This design comes from an exercise in tuning for small area, a short achievable clock period and few clock cycles on the open sky130 flow, not from production work. In this exercise RTL edits were held to simulation tests only and were not proved equivalent to the original. No activity file was given, so power comes from the tool's default toggle rates.

$ cat design.v
module scc_core (
    input  wire        clk,
    input  wire        rst,
    input  wire        cmd_valid,
    output wire        cmd_ready,
    input  wire [63:0] cmd_word,
    output wire        rsp_valid,
    input  wire        rsp_ready,
    output wire [63:0] rsp_word,
    output wire        prim_valid,
    output wire [3:0]  prim_kind,
    output wire [15:0] prim_addr,
    output wire [31:0] prim_arg,
    input  wire        prim_ack,
    input  wire        prim_fail,
    input  wire [7:0]  prim_rdata,
    output wire [1:0]  st_pst,
    output wire        st_strm,
    output wire        st_inited,
    output wire [2:0]  st_gpio_lvl,
    output wire [2:0]  st_gpio_dir,
    output wire        st_clk_en,
    output wire [31:0] st_clk_hz,
    output wire [3:0]  st_rail_en
);
    localparam [31:0] MCLK_HZ = 32'd24000000;
    localparam [3:0] P_BUSWRITE  = 4'd0;
    localparam [3:0] P_BUSREAD   = 4'd1;
    localparam [3:0] P_GPIODIR   = 4'd2;
    localparam [3:0] P_GPIOWRITE = 4'd3;
    localparam [3:0] P_CLKFREQ   = 4'd4;
    localparam [3:0] P_CLKEN     = 4'd5;
    localparam [3:0] P_RAILEN    = 4'd6;
    localparam [3:0] P_SLEEP     = 4'd7;
    localparam [3:0] P_SCOPEACQ  = 4'd8;
    localparam [3:0] P_SCOPEREL  = 4'd9;
    localparam [3:0] C_INIT = 4'd0, C_STBYON = 4'd1, C_STBYOFF = 4'd2, C_PON = 4'd3,
                     C_POFF = 4'd4, C_SEL = 4'd5, C_STRM = 4'd6, C_EXP = 4'd7,
                     C_EXPG = 4'd8, C_GAIN = 4'd9;
    localparam [3:0] R_OK = 4'd0, R_EXP = 4'd1, R_GAIN = 4'd2, R_MODE = 4'd3,
                     R_F0 = 4'd4, R_E0 = 4'd5, R_21 = 4'd6, R_30 = 4'd7,
                     R_41 = 4'd8, R_42 = 4'd9, R_51 = 4'd10, R_FAIL = 4'd11,
                     R_10 = 4'd12;
    reg        run_q;       
    reg        rsp_q;       
    reg        abt_q;       
    reg [4:0]  upc;         
    reg [3:0]  cls;         
    reg [15:0] t;           
    reg [8:0]  gt;          
    reg [3:0]  rk;          
    reg        inited;
    reg        strm;
    reg [1:0]  pst;
    reg        mode_valid;
    reg [1:0]  mode_idx;
    reg [15:0] exp_r;
    reg [8:0]  gain_r;
    reg [2:0]  gpio_lvl;
    reg [2:0]  gpio_dir;
    reg        clk_en;
    reg        clk_hz_on;   
    reg [3:0]  rail_en;
    wire idle = ~(run_q | rsp_q);
    function [31:0] mode_field(input [1:0] i, input [3:0] k);
        begin
            mode_field = 32'd0;
            case (k)
                4'd0: case (i) 2'd0: mode_field = 32'd2592; 2'd1: mode_field = 32'd1920;
                               default: mode_field = 32'd1280; endcase
                4'd1: case (i) 2'd0: mode_field = 32'd1944; 2'd1: mode_field = 32'd1080;
                               2'd2: mode_field = 32'd960; default: mode_field = 32'd720; endcase
                4'd2: mode_field = (i == 2'd1) ? 32'd336 : 32'd0;
                4'd3: mode_field = (i == 2'd1) ? 32'd432 : 32'd0;
                4'd4: case (i) 2'd0: mode_field = 32'd4000; 2'd1: mode_field = 32'd3560;
                               default: mode_field = 32'd3000; endcase
                4'd5: case (i) 2'd0: mode_field = 32'd4037; 2'd1: mode_field = 32'd2607;
                               2'd2: mode_field = 32'd2000; default: mode_field = 32'd1500; endcase
                4'd6: mode_field = 32'd278000000;
                4'd7: mode_field = 32'd0;
                4'd8: mode_field = i[1] ? 32'd2 : 32'd1;
                4'd9: mode_field = 32'd1;
                4'd10: case (i) 2'd0: mode_field = 32'd4033; 2'd1: mode_field = 32'd2603;
                                2'd2: mode_field = 32'd1996; default: mode_field = 32'd1496; endcase
                4'd11: mode_field = 32'd16;
                4'd12: mode_field = 32'd159;
                4'd13: mode_field = {30'd0, i};
                default: mode_field = 32'd0;
            endcase
        end
    endfunction
    reg [7:0] gcode;
    always @(*) begin
        case (gt[7:0])
                8'd17: gcode = 8'd8;
                8'd18: gcode = 8'd10;
                8'd19: gcode = 8'd12;
                8'd20: gcode = 8'd12;
                8'd21: gcode = 8'd14;
                8'd22: gcode = 8'd24;
                8'd23: gcode = 8'd27;
                8'd24: gcode = 8'd33;
                8'd25: gcode = 8'd38;
                8'd26: gcode = 8'd42;
                8'd27: gcode = 8'd46;
                8'd28: gcode = 8'd49;
                8'd29: gcode = 8'd49;
                8'd30: gcode = 8'd52;
                8'd31: gcode = 8'd54;
                8'd32: gcode = 8'd56;
                8'd33: gcode = 8'd61;
                8'd34: gcode = 8'd66;
                8'd35: gcode = 8'd66;
                8'd36: gcode = 8'd70;
                8'd37: gcode = 8'd74;
                8'd38: gcode = 8'd74;
                8'd39: gcode = 8'd76;
                8'd40: gcode = 8'd76;
                8'd41: gcode = 8'd80;
                8'd42: gcode = 8'd83;
                8'd43: gcode = 8'd83;
                8'd44: gcode = 8'd86;
                8'd45: gcode = 8'd89;
                8'd46: gcode = 8'd89;
                8'd47: gcode = 8'd94;
                8'd48: gcode = 8'd94;
                8'd49: gcode = 8'd97;
                8'd50: gcode = 8'd100;
                8'd51: gcode = 8'd100;
                8'd52: gcode = 8'd106;
                8'd53: gcode = 8'd106;
                8'd54: gcode = 8'd106;
                8'd55: gcode = 8'd109;
                8'd56: gcode = 8'd109;
                8'd57: gcode = 8'd109;
                8'd58: gcode = 8'd115;
                8'd59: gcode = 8'd115;
                8'd60: gcode = 8'd115;
                8'd61: gcode = 8'd115;
                8'd62: gcode = 8'd118;
                8'd63: gcode = 8'd118;
                8'd64: gcode = 8'd118;
                8'd65: gcode = 8'd124;
                8'd66: gcode = 8'd124;
                8'd67: gcode = 8'd124;
                8'd68: gcode = 8'd130;
                8'd69: gcode = 8'd130;
                8'd70: gcode = 8'd130;
                8'd71: gcode = 8'd136;
                8'd72: gcode = 8'd136;
                8'd73: gcode = 8'd136;
                8'd74: gcode = 8'd142;
                8'd75: gcode = 8'd142;
                8'd76: gcode = 8'd142;
                8'd77: gcode = 8'd147;
                8'd78: gcode = 8'd147;
                8'd79: gcode = 8'd147;
                8'd80: gcode = 8'd147;
                8'd81: gcode = 8'd149;
                8'd82: gcode = 8'd149;
                8'd83: gcode = 8'd149;
                8'd84: gcode = 8'd154;
                8'd85: gcode = 8'd154;
                8'd86: gcode = 8'd154;
                8'd87: gcode = 8'd154;
                8'd88: gcode = 8'd160;
                8'd89: gcode = 8'd160;
                8'd90: gcode = 8'd160;
                8'd91: gcode = 8'd160;
                8'd92: gcode = 8'd160;
                8'd93: gcode = 8'd162;
                8'd94: gcode = 8'd162;
                8'd95: gcode = 8'd162;
                8'd96: gcode = 8'd162;
                8'd97: gcode = 8'd162;
                8'd98: gcode = 8'd168;
                8'd99: gcode = 8'd168;
                8'd100: gcode = 8'd168;
                8'd101: gcode = 8'd168;
                8'd102: gcode = 8'd168;
                8'd103: gcode = 8'd172;
                8'd104: gcode = 8'd172;
                8'd105: gcode = 8'd172;
                8'd106: gcode = 8'd172;
                8'd107: gcode = 8'd178;
                8'd108: gcode = 8'd178;
                8'd109: gcode = 8'd178;
                8'd110: gcode = 8'd178;
                8'd111: gcode = 8'd178;
                8'd112: gcode = 8'd180;
                8'd113: gcode = 8'd180;
                8'd114: gcode = 8'd180;
                8'd115: gcode = 8'd180;
                8'd116: gcode = 8'd180;
                8'd117: gcode = 8'd180;
                8'd118: gcode = 8'd184;
                8'd119: gcode = 8'd184;
                8'd120: gcode = 8'd184;
                8'd121: gcode = 8'd184;
                8'd122: gcode = 8'd188;
                8'd123: gcode = 8'd188;
                8'd124: gcode = 8'd188;
                8'd125: gcode = 8'd188;
                8'd126: gcode = 8'd188;
                8'd127: gcode = 8'd193;
                8'd128: gcode = 8'd193;
                8'd129: gcode = 8'd193;
                8'd130: gcode = 8'd193;
                8'd131: gcode = 8'd193;
                8'd132: gcode = 8'd195;
                8'd133: gcode = 8'd195;
                8'd134: gcode = 8'd195;
                8'd135: gcode = 8'd195;
                8'd136: gcode = 8'd195;
                8'd137: gcode = 8'd199;
                8'd138: gcode = 8'd199;
                8'd139: gcode = 8'd199;
                8'd140: gcode = 8'd199;
                8'd141: gcode = 8'd228;
                8'd142: gcode = 8'd228;
                8'd143: gcode = 8'd228;
                8'd144: gcode = 8'd228;
                8'd145: gcode = 8'd228;
                8'd146: gcode = 8'd228;
                8'd147: gcode = 8'd228;
                8'd148: gcode = 8'd228;
                8'd149: gcode = 8'd228;
                8'd150: gcode = 8'd228;
                8'd151: gcode = 8'd229;
                8'd152: gcode = 8'd229;
                8'd153: gcode = 8'd229;
                8'd154: gcode = 8'd229;
                8'd155: gcode = 8'd229;
                8'd156: gcode = 8'd229;
                8'd157: gcode = 8'd229;
                8'd158: gcode = 8'd229;
                8'd159: gcode = 8'd229;
                8'd160: gcode = 8'd229;
                8'd161: gcode = 8'd234;
                8'd162: gcode = 8'd234;
                8'd163: gcode = 8'd234;
                8'd164: gcode = 8'd234;
                8'd165: gcode = 8'd234;
                8'd166: gcode = 8'd234;
                8'd167: gcode = 8'd234;
                8'd168: gcode = 8'd234;
                8'd169: gcode = 8'd234;
            default: gcode = 8'h01;    
        endcase
    end
    wire [7:0]  op = cmd_word[63:56];
    wire [27:0] ca = cmd_word[55:28];
    wire [27:0] cb = cmd_word[27:0];
    wire [2:0]  tg = cb[2:0];
    wire a_zero  = (ca == 28'd0);
    wire b_zero  = (cb == 28'd0);
    wire b_hi0_3 = (cb[27:3] == 25'd0);
    wire b_hi0_4 = (cb[27:4] == 24'd0);
    wire b_hi0_1 = (cb[27:1] == 27'd0);
    reg legal;
    always @(*) begin
        case (op)
            8'h01, 8'h08, 8'h09: legal = a_zero & b_zero;
            8'h02: legal = a_zero & b_hi0_3 & (tg <= 3'd4);
            8'h03, 8'h07: legal = 1'b1;
            8'h04: legal = a_zero & b_hi0_1;
            8'h05: legal = b_zero;
            8'h06: legal = a_zero;
            8'h0A: legal = a_zero & b_hi0_4 & (cb[3:0] <= 4'd13);
            default: legal = 1'b0;
        endcase
    end
    reg pwr_legal;
    always @(*) begin
        case (tg)
            3'd1: pwr_legal = (pst == 2'd2);
            3'd2: pwr_legal = (pst == 2'd1);
            3'd3: pwr_legal = (pst == 2'd0);
            3'd4: pwr_legal = (pst != 2'd0);
            default: pwr_legal = 1'b0;
        endcase
    end
    wire a_2592 = (ca == 28'd2592);
    wire a_1920 = (ca == 28'd1920);
    wire a_1280 = (ca == 28'd1280);
    wire b_1944 = (cb == 28'd1944);
    wire b_1080 = (cb == 28'd1080);
    wire b_960  = (cb == 28'd960);
    wire b_720  = (cb == 28'd720);
    wire m0 = a_2592 & b_1944;
    wire m1 = a_1920 & b_1080;
    wire m2 = a_1280 & b_960;
    wire m3 = a_1280 & b_720;
    wire look_ok = m0 | m1 | m2 | m3;
    wire [1:0] look_idx = m0 ? 2'd0 : m1 ? 2'd1 : m2 ? 2'd2 : 2'd3;
    wire [15:0] shutter = ca[19:4] | {16{|ca[27:20]}};
    wire b_lt16   = (cb[27:4] == 24'd0);
    wire b_gt511  = (cb[27:9] != 19'd0);
    wire b_gt159  = (cb[27:8] != 20'd0) || (cb[7:0] > 8'd159);
    wire b_le169  = (cb[27:8] == 20'd0) && (cb[7:0] <= 8'd169);
    wire [8:0] g_set  = b_lt16 ? 9'd16 : b_gt511 ? 9'd511 : cb[8:0];
    wire [8:0] g_setx = b_lt16 ? 9'd16 : b_gt159 ? 9'd159 : cb[8:0];
    wire [15:0] vts_cur = mode_field(mode_idx, 4'd5);
    wire [16:0] s_p4    = {1'b0, t} + 17'd4;
    wire [15:0] frame   = (s_p4 > {1'b0, vts_cur}) ? s_p4[15:0] : vts_cur;
    reg [3:0]  p_kind;
    reg [15:0] p_addr;
    reg [31:0] p_arg;
    reg        last;
    always @(*) begin
        p_kind = P_SCOPEREL;
        p_addr = 16'd0;
        p_arg  = 32'd0;
        last   = 1'b0;
        case (cls)
            C_INIT: begin
                p_kind = P_BUSREAD;
                p_addr = upc[0] ? 16'h2001 : 16'h2000;
                last   = upc[0];
            end
            C_STBYON: begin
                last = (upc == 5'd3);
                case (upc[1:0])
                    2'd0: p_kind = P_SCOPEACQ;
                    2'd1: begin p_kind = P_GPIOWRITE; p_addr = 16'd1; end
                    2'd2: p_kind = P_CLKEN;
                    default: p_kind = P_SCOPEREL;
                endcase
            end
            C_STBYOFF: begin
                last = (upc == 5'd5);
                case (upc[2:0])
                    3'd0: p_kind = P_SCOPEACQ;
                    3'd1: begin p_kind = P_CLKFREQ; p_arg = MCLK_HZ; end
                    3'd2: begin p_kind = P_CLKEN;   p_arg = 32'd1; end
                    3'd3: begin p_kind = P_SLEEP;   p_arg = 32'd20000; end
                    3'd4: p_kind = P_SCOPEREL;
                    default: begin p_kind = P_GPIOWRITE; p_addr = 16'd1; p_arg = 32'd1; end
                endcase
            end
            C_PON: begin
                last = (upc == 5'd18);
                case (upc)
                    5'd0:  p_kind = P_SCOPEACQ;
                    5'd1:  begin p_kind = P_GPIODIR;   p_addr = 16'd0; p_arg = 32'd1; end
                    5'd2:  begin p_kind = P_GPIODIR;   p_addr = 16'd1; p_arg = 32'd1; end
                    5'd3:  begin p_kind = P_GPIOWRITE; p_addr = 16'd0; end
                    5'd4:  begin p_kind = P_GPIOWRITE; p_addr = 16'd1; end
                    5'd5:  begin p_kind = P_SLEEP;     p_arg = 32'd1000; end
                    5'd6:  begin p_kind = P_CLKFREQ;   p_arg = MCLK_HZ; end
                    5'd7:  begin p_kind = P_CLKEN;     p_arg = 32'd1; end
                    5'd8:  begin p_kind = P_SLEEP;     p_arg = 32'd10000; end
                    5'd9:  begin p_kind = P_GPIOWRITE; p_addr = 16'd2; p_arg = 32'd1; end
                    5'd10: begin p_kind = P_RAILEN;    p_addr = 16'd0; p_arg = 32'd1; end
                    5'd11: begin p_kind = P_RAILEN;    p_addr = 16'd1; p_arg = 32'd1; end
                    5'd12: begin p_kind = P_RAILEN;    p_addr = 16'd2; p_arg = 32'd1; end
                    5'd13: begin p_kind = P_RAILEN;    p_addr = 16'd3; p_arg = 32'd1; end
                    5'd14: begin p_kind = P_SLEEP;     p_arg = 32'd10000; end
                    5'd15: begin p_kind = P_GPIOWRITE; p_addr = 16'd0; p_arg = 32'd1; end
                    5'd16: begin p_kind = P_GPIOWRITE; p_addr = 16'd1; p_arg = 32'd1; end
                    5'd17: begin p_kind = P_SLEEP;     p_arg = 32'd30000; end
                    default: p_kind = P_SCOPEREL;
                endcase
            end
            C_POFF: begin
                last = (upc == 5'd12);
                case (upc[3:0])
                    4'd0:  p_kind = P_SCOPEACQ;
                    4'd1:  p_kind = P_CLKEN;
                    4'd2:  begin p_kind = P_GPIOWRITE; p_addr = 16'd2; end
                    4'd3:  begin p_kind = P_RAILEN;    p_addr = 16'd3; end
                    4'd4:  begin p_kind = P_RAILEN;    p_addr = 16'd2; end
                    4'd5:  begin p_kind = P_RAILEN;    p_addr = 16'd1; end
                    4'd6:  begin p_kind = P_RAILEN;    p_addr = 16'd0; end
                    4'd7:  begin p_kind = P_SLEEP;     p_arg = 32'd10000; end
                    4'd8:  begin p_kind = P_GPIOWRITE; p_addr = 16'd0; end
                    4'd9:  begin p_kind = P_GPIOWRITE; p_addr = 16'd1; end
                    4'd10: begin p_kind = P_GPIODIR;   p_addr = 16'd0; end
                    4'd11: begin p_kind = P_GPIODIR;   p_addr = 16'd1; end
                    default: p_kind = P_SCOPEREL;
                endcase
            end
            C_SEL, C_STRM: begin
                p_kind = P_BUSWRITE;
                case (t[1:0])
                    2'd0, 2'd1: last = (upc == 5'd3);
                    2'd2:       last = (upc == 5'd2);
                    default:    last = (upc == 5'd1);
                endcase
                case (upc[1:0])
                    2'd0: begin p_addr = 16'h3000; p_arg = 32'h01; end
                    2'd1: begin p_addr = 16'h3100; p_arg = 32'h02; end
                    2'd2: begin
                        p_addr = 16'h3200;
                        case (t[1:0])
                            2'd0: p_arg = 32'h0F;
                            2'd1: p_arg = 32'h07;
                            default: p_arg = 32'h03;
                        endcase
                    end
                    default: begin
                        if (t[0]) begin p_addr = 16'h3201; p_arg = 32'h80; end
                        else      begin p_addr = 16'h3300; p_arg = 32'h55; end
                    end
                endcase
            end
            default: begin   
                p_kind = P_BUSWRITE;
                last = (cls == C_GAIN) || (cls == C_EXP ? (upc == 5'd3) : (upc == 5'd4));
                if (cls == C_GAIN || upc[2]) begin
                    p_addr = 16'h1004; p_arg = {24'd0, gcode};
                end else begin
                    case (upc[1:0])
                        2'd0: begin p_addr = 16'h1000; p_arg = {24'd0, t[7:0]}; end
                        2'd1: begin p_addr = 16'h1001; p_arg = {24'd0, t[15:8]}; end
                        2'd2: begin p_addr = 16'h1002; p_arg = {24'd0, frame[7:0]}; end
                        default: begin p_addr = 16'h1003; p_arg = {24'd0, frame[15:8]}; end
                    endcase
                end
            end
        endcase
        if (abt_q) begin
            p_kind = P_SCOPEREL;
            p_addr = 16'd0;
            p_arg  = 32'd1;
        end
    end
    wire fallible = (p_kind != P_SLEEP) && (p_kind != P_SCOPEACQ) && (p_kind != P_SCOPEREL);
    wire is_pwr   = (cls == C_STBYON) || (cls == C_STBYOFF) || (cls == C_PON) || (cls == C_POFF);
    wire scope_held = is_pwr && !(cls == C_STBYOFF && upc == 5'd5);
    wire id_ok = (prim_rdata == (upc[0] ? 8'h5A : 8'hA5));
    always @(posedge clk) begin
        if (idle) begin
            t  <= (op == 8'h03) ? {14'd0, look_idx} :
                  (op == 8'h04) ? {14'd0, mode_idx} :
                  (op == 8'h0A) ? {12'd0, cb[3:0]} : shutter;
            gt <= (op == 8'h07) ? g_setx : g_set;
        end else if (run_q && cls == C_INIT) begin
            gt <= {1'b0, prim_rdata};
        end
        if (rst) begin
            run_q      <= 1'b0;
            rsp_q      <= 1'b0;
            abt_q      <= 1'b0;
            inited     <= 1'b0;
            strm       <= 1'b0;
            pst        <= 2'd0;
            mode_valid <= 1'b0;
            mode_idx   <= 2'd0;
            exp_r      <= 16'd0;
            gain_r     <= 9'd0;
            gpio_lvl   <= 3'd0;
            gpio_dir   <= 3'd0;
            clk_en     <= 1'b0;
            clk_hz_on  <= 1'b0;
            rail_en    <= 4'd0;
        end else if (idle) begin
            upc <= 5'd0;
            rk  <= R_OK;
            if (cmd_valid) begin
                rsp_q <= 1'b1;
                if (!legal) begin
                    rk <= R_F0;
                end else if (op >= 8'h03 && op <= 8'h07 && !inited) begin
                    rk <= R_E0;
                end else begin
                    case (op)
                        8'h01: begin cls <= C_INIT; rsp_q <= 1'b0; run_q <= 1'b1; end
                        8'h02: begin
                            if (!pwr_legal) rk <= R_21;
                            else begin
                                cls   <= {1'b0, tg};
                                rsp_q <= 1'b0;
                                run_q <= 1'b1;
                            end
                        end
                        8'h03: begin
                            if (!look_ok) rk <= R_30;
                            else begin cls <= C_SEL; rsp_q <= 1'b0; run_q <= 1'b1; end
                        end
                        8'h04: begin
                            if (!cb[0]) strm <= 1'b0;
                            else if (strm) ;
                            else if (pst != 2'd2) rk <= R_42;
                            else if (!mode_valid) rk <= R_41;
                            else begin cls <= C_STRM; rsp_q <= 1'b0; run_q <= 1'b1; end
                        end
                        8'h05: begin
                            if (!mode_valid) rk <= R_51;
                            else begin cls <= C_EXP; rsp_q <= 1'b0; run_q <= 1'b1; end
                        end
                        8'h06: begin
                            if (b_le169) begin cls <= C_GAIN; rsp_q <= 1'b0; run_q <= 1'b1; end
                            else gain_r <= g_set;
                        end
                        8'h07: begin
                            if (!mode_valid) rk <= R_51;
                            else begin cls <= C_EXPG; rsp_q <= 1'b0; run_q <= 1'b1; end
                        end
                        8'h08: rk <= R_EXP;
                        8'h09: rk <= R_GAIN;
                        default: rk <= R_MODE;
                    endcase
                end
            end
        end else if (run_q) begin
            if (prim_ack) begin
                if (abt_q) begin
                    abt_q <= 1'b0;
                    run_q <= 1'b0;
                    rsp_q <= 1'b1;
                end else if (fallible && prim_fail) begin
                    rk <= R_FAIL;
                    if (cls == C_INIT) inited <= 1'b0;
                    if (is_pwr) begin
                        pst  <= 2'd3;
                        strm <= 1'b0;
                    end
                    if (scope_held) abt_q <= 1'b1;
                    else begin
                        run_q <= 1'b0;
                        rsp_q <= 1'b1;
                    end
                end else begin
                    case (p_kind)
                        P_GPIODIR:   gpio_dir[p_addr[1:0]] <= p_arg[0];
                        P_GPIOWRITE: gpio_lvl[p_addr[1:0]] <= p_arg[0];
                        P_CLKFREQ:   clk_hz_on <= 1'b1;
                        P_CLKEN:     clk_en <= p_arg[0];
                        P_RAILEN:    rail_en[p_addr[1:0]] <= p_arg[0];
                        default: ;
                    endcase
                    if ((cls == C_EXP || cls == C_EXPG) && upc == 5'd3)
                        exp_r <= t;
                    if (cls == C_INIT && !id_ok) begin
                        inited <= 1'b0;
                        rk     <= R_10;
                        run_q  <= 1'b0;
                        rsp_q  <= 1'b1;
                    end else if (last) begin
                        run_q <= 1'b0;
                        rsp_q <= 1'b1;
                        case (cls)
                            C_INIT: begin
                                mode_valid <= 1'b0;
                                mode_idx   <= 2'd0;
                                exp_r      <= 16'd0;
                                gain_r     <= 9'd0;
                                strm       <= 1'b0;
                                inited     <= 1'b1;
                            end
                            C_STBYON: begin pst <= 2'd1; strm <= 1'b0; end
                            C_STBYOFF, C_PON: pst <= 2'd2;
                            C_POFF: begin pst <= 2'd0; strm <= 1'b0; end
                            C_SEL, C_STRM: begin
                                mode_idx   <= t[1:0];
                                mode_valid <= 1'b1;
                                if (cls == C_STRM) strm <= 1'b1;
                            end
                            C_EXPG, C_GAIN: gain_r <= gt;
                            default: ;
                        endcase
                    end else begin
                        upc <= upc + 5'd1;
                    end
                end
            end
        end else begin
            if (rsp_ready) rsp_q <= 1'b0;
        end
    end
    reg [7:0]  r_st;
    reg        r_v;
    reg [15:0] r_step;
    reg [31:0] r_data;
    always @(*) begin
        r_st   = 8'h00;
        r_v    = 1'b0;
        r_step = 16'd0;
        r_data = 32'd0;
        case (rk)
            R_EXP:  r_data = {16'd0, exp_r};
            R_GAIN: r_data = {23'd0, gain_r};
            R_MODE: begin
                r_v    = mode_valid;
                r_data = mode_valid ? mode_field(mode_idx, t[3:0]) : 32'd0;
            end
            R_F0: r_st = 8'hF0;
            R_E0: r_st = 8'hE0;
            R_21: r_st = 8'h21;
            R_30: r_st = 8'h30;
            R_41: r_st = 8'h41;
            R_42: r_st = 8'h42;
            R_51: r_st = 8'h51;
            R_FAIL: begin
                r_step = {11'd0, upc};
                case (cls)
                    C_INIT: r_st = 8'h11;
                    C_SEL:  r_st = 8'h31;
                    C_STRM: r_st = 8'h40;
                    C_EXP, C_EXPG, C_GAIN: r_st = 8'h50;
                    default: r_st = 8'h20;
                endcase
            end
            R_10: begin
                r_st   = 8'h10;
                r_step = {11'd0, upc};
                r_data = {24'd0, gt[7:0]};
            end
            default: ;
        endcase
    end
    assign cmd_ready   = idle;
    assign rsp_valid   = rsp_q;
    assign rsp_word    = {r_st, r_v, 7'd0, r_step, r_data};
    assign prim_valid  = run_q;
    assign prim_kind   = p_kind;
    assign prim_addr   = p_addr;
    assign prim_arg    = p_arg;
    assign st_pst      = pst;
    assign st_strm     = strm;
    assign st_inited   = inited;
    assign st_gpio_lvl = gpio_lvl;
    assign st_gpio_dir = gpio_dir;
    assign st_clk_en   = clk_en;
    assign st_clk_hz   = clk_hz_on ? MCLK_HZ : 32'd0;
    assign st_rail_en  = rail_en;
endmodule
$ cat run.sh
#!/bin/bash
# synth_recipe.tcl (not shown) runs the flow's synth.tcl, then flattens the netlist and writes it again
# the make line also repeats each setting of config.mk as NAME=value (left out here)
make -C /OpenROAD-flow-scripts/flow DESIGN_CONFIG=/design/flow/config.mk WORK_HOME=/design/flow/orfs CLKGATE_MAP_FILE= SYNTH_SCRIPT=/design/flow/synth_recipe.tcl finish
$ cat config.mk
export PLATFORM = sky130hd
export DESIGN_NAME = scc_core
export DESIGN_NICKNAME = scc_core
export VERILOG_FILES = /design/flow/design.v
export SDC_FILE = /design/flow/constraint.sdc
export NUM_CORES = 4
export LEC_CHECK = 0
export CAP_MARGIN = 20
export CORE_AREA = 5 5 225 225
export DIE_AREA = 0 0 230 230
export SLEW_MARGIN = 20
$ cat constraint.sdc
create_clock -name core_clock -period 10.0 [get_ports {clk}]
set_input_delay 2.0000 -clock core_clock [delete_from_list [all_inputs] [get_ports {clk}]]
set_output_delay 2.0000 -clock core_clock [all_outputs]
set_load 0.01 [all_outputs]
==> summary.txt <==
-- metrics by stage --
| stage | instances | cell area [um^2] |
|---|---|---|
| global placement | 2125 | 12700 |
| CTS | 2157 | 13300 |
| global route | 2157 | 13300 |
| floorplan | 1518 | 11300 |
| finish | 2157 | 13300 |
| detailed placement | 2125 | 12700 |
-- cell type report --
type | instances | area (um^2)
clock buffers | 21 | 440
clock inverters | 11 | 160
fillers | 5203 | 34500
inverters | 46 | 173
multi-input cells | 1162 | 7280
flip-flops and latches | 116 | 2700
well taps | 615 | 769
repair buffers | 186 | 1820
-- worst register-to-register path, cell delays in order (launching register included) --
cell      delay [ps]
edfxtp_1         610
inv_1            200
ha_1             640
nor4_1           130
o31ai_1          250
nand4_1          200
nor2b_1          290
o211ai_4         610
and2_1           380
nor2_1           170
a21oi_1          560
ha_1             400
o32ai_1          130
o32ai_1          470
-- synth_stat cells (all sizes together), types with 11 or more instances --
library cell,n
a211oi,27
a21o,13
a21oi,108
a221oi,13
a22oi,31
a31oi,17
and3,16
buf,123
clkbuf,71
dfxtp,78
edfxtp,38
ha,48
inv,44
mux2i,21
nand2,141
nand2b,12
nand3,47
nand4,21
nor2,147
nor2b,17
nor3,39
nor4,22
o211ai,19
o21a,22
o21ai,86
o22ai,11
o31ai,11
-- cell usage in the layout, fill, tap and decap left out, types with 17 or more instances in the layout --
| master | count |
|---|---|
| a22oi_1 | 30 |
| edfxtp_1 | 38 |
| o21a_1 | 22 |
| nand2_1 | 140 |
| conb_1 | 74 |
| dfxtp_1 | 78 |
| nand4_1 | 21 |
| a31oi_1 | 17 |
| nor2b_1 | 17 |
| nor3_1 | 38 |
| a21oi_1 | 106 |
| nand3_1 | 43 |
| mux2i_1 | 21 |
| clkbuf_16 | 17 |
| o211ai_1 | 17 |
| buf_4 | 17 |
| inv_1 | 42 |
| o21ai_0 | 81 |
| nor2_1 | 147 |
| nor4_1 | 20 |
| ha_1 | 48 |
| a211oi_1 | 26 |
| clkdlybuf4s50_1 | 169 |
-- power by group through the flow --
stage	combinational [uW]	clock [uW]	sequential [uW]
after floorplan	462	0	569
after global placement	672	0	595
final	693	647	588
after CTS	678	653	586
after detailed placement	674	0	596
after global routing	743	673	592
-- layer usage --
layer,vias to the layer above,track usage,wire length (um)
li1,5385,-,-
met3,59,0.0247,3570
met5,-,0,0
met2,600,0.258,20800
met4,0,0.0489,1120
met1,5720,0.222,19600
-- path summary, 6_finish.rpt --
check / from / endpoint / slack (ps) / depth (start not counted)
worst min-delay path: gpio_dir[2] / gpio_dir[2] / 500 / 1
worst max-delay path: mode_idx[1] / prim_arg[1] / 2200 / 14
worst max register to register: upc[1] / register / 4800 / 13
worst min register to register: gpio_dir[2] / gpio_dir[2] / 500 / 1
-- cells by family after synthesis --
group,Yosys count,synth area share
AOI/OAI and AO/OA,462,0.292
xor gates and xnor gates,18,0.0143
adders and majority gates,48,0.0545
buffers and inverters,240,0.121
DFF,116,0.245
muxes,27,0.0252
other,1,0.000340
and+or+nand+nor,533,0.247
==> impl_metrics.env <==
export IMPL_critPathTopFamily="simple AND/OR/NAND/NOR gates"
export IMPL_outcome="finished clean"
export IMPL_max_freq_mhz=128
export IMPL_p_switching_uw=716
export IMPL_detail_route_antenna_nets=0
export IMPL_syn_area_per_cell_um2=7.62
export IMPL_clk_latency_ps=430
export IMPL_rsz0062_at_grt="no"
export IMPL_crit_path_max_incr_delay_ps=750
export IMPL_firstDrtPassIters=6
export IMPL_root_buffer="clkbuf_16"
export IMPL_rows=80
export IMPL_yosysWarnings=1
export IMPL_start_kind="register"
export IMPL_synth_area_um2=11000
export IMPL_cts_tree="built"
export IMPL_swShare=0.371
export IMPL_fin_ws_ps=2200
export IMPL_crit_buf_inv=3
export IMPL_worst_ir_drop_vdd_mv=0.118
export IMPL_slew_viol_final=0
export IMPL_fin_skew_ps=13.8
export IMPL_period_minus_slack_ps=7800
export IMPL_crit_top_cell="a21o_1"
export IMPL_vias=11800
export IMPL_clock_sinks=116
export IMPL_setup_viol_count_final=0
export IMPL_worstPathMaxFanout=20
export IMPL_io_pin_count=244
export IMPL_slew_headroom=0.297
export IMPL_hpwl_um=34900
export IMPL_syn_inst=1445
export IMPL_grt_pass1_vias=10800
export IMPL_finalPower_uw=1930
export IMPL_synth_top_area_frac=0.142
export IMPL_start_util=0.230
export IMPL_cts_resized_gates=0
export IMPL_synth_cell_types=95
export IMPL_synth_edff_count=38
export IMPL_async_flop_share=0
export IMPL_cpMaxStageDelayCell="dfxtp_1"
export IMPL_cts_max_path_buffers=2
export IMPL_power_share_clock=0.336
export IMPL_drt_iter0_drc=1164
export IMPL_avgRoutedWirePerCell_um=20.9
export IMPL_crit_path_end_kind="output pin"
export IMPL_viasPerCell=5.45
export IMPL_hold_buffers=0
export IMPL_grtUsageTotal=0.160
export IMPL_p_comb_frac=0.359
export IMPL_hold_ws_ps=496
export IMPL_wl_um=45100
export IMPL_p_per_area_nw_per_um2=145
export IMPL_synth_top_cell_by_area="dfxtp_1"
export IMPL_post_route_util=0.279
export IMPL_p_int_uw=1210
export IMPL_seq_area_frac_synth=0.245
export IMPL_synth_ff_latch_count=116
export IMPL_coreArea_um2=47800
export IMPL_fp_dieW_um=230
export IMPL_fin_tns_setup_ps=0
export IMPL_post_route_drc_count=0
export IMPL_critPathKind="reg2out"
export IMPL_die_h_um=230
export IMPL_gp_congestion=0.917
export IMPL_clkTransAtPathRegs_ps=60
export IMPL_grt_first_pass_wirelength_um=67300
export IMPL_synth_main_ff_cell="dfxtp_1"
export IMPL_cp_required_ps=8000
export IMPL_drive_gt1_frac=0.0636
export IMPL_cts_made_buffers=17
export IMPL_antennaDiodeCount=0
export IMPL_finalHoldViolCount=0
export IMPL_synthTopCellsByArea="dfxtp_1 (14%), edfxtp_1 (10%), buf_4 (6.7%)"
export IMPL_dp_slack_ps=2760
export IMPL_tightest_slew_ps=1050
export IMPL_htreeDepth=4
export IMPL_maxCapViolCount=0
export IMPL_grt_overflow_total=0
export IMPL_area_growth_pct=21.1
export IMPL_post_cts_buffers=0
export IMPL_grt_max_degree=40
export IMPL_worstPathCellList="clkinv_1 -> nand2_1 -> inv_1 -> ha_1 -> a21o_1 -> a21o_1 -> a21oi_1 -> a31oi_1 -> nand3b_1 -> o31a_1 -> o21ai_0 -> a221oi_1 -> nor4_1 -> clkdlybuf4s50_1"
export IMPL_min_period_over_period=0.780
export IMPL_worstPathArrival_ps=5800
export IMPL_nNetsFinal=1655
export IMPL_hold_path_class="reg2reg"
export IMPL_seqPwrFrac=0.305
export IMPL_p_leak_uw=0.00484
export IMPL_antenna_found_initial=0
export IMPL_die_area_um2=52900
export IMPL_port_buffer_count=169
Testbench counts, summed over its fixed seeds: cycles 21,737.

static timing again, ports no longer ideal:
The flow's constraints put no driver on any port. The routed layout listed below was extracted and timed again, unchanged, in two steps. Step 1: set_driving_cell puts a clkbuf_16 on clk and a buf_2 on each other input, an assumption about the parent block. Step 2 times the ports against the registers' clock, not the clock port: input delays grow and output delays shrink by t, the midpoint of the rising clock arrivals with the driver on. Three values: ideal, step 1, step 2; two values: the first two.
t, ns: 0.474
slack for setup (ns): 2.202 / 2.154 / 2.628
hold WS [ns]: 0.496 / 0.496 / 0.496
After both steps setup and hold are still met in this run. The setup slack of this run moves by -0.048 ns with the drivers and by +0.426 ns with both steps.
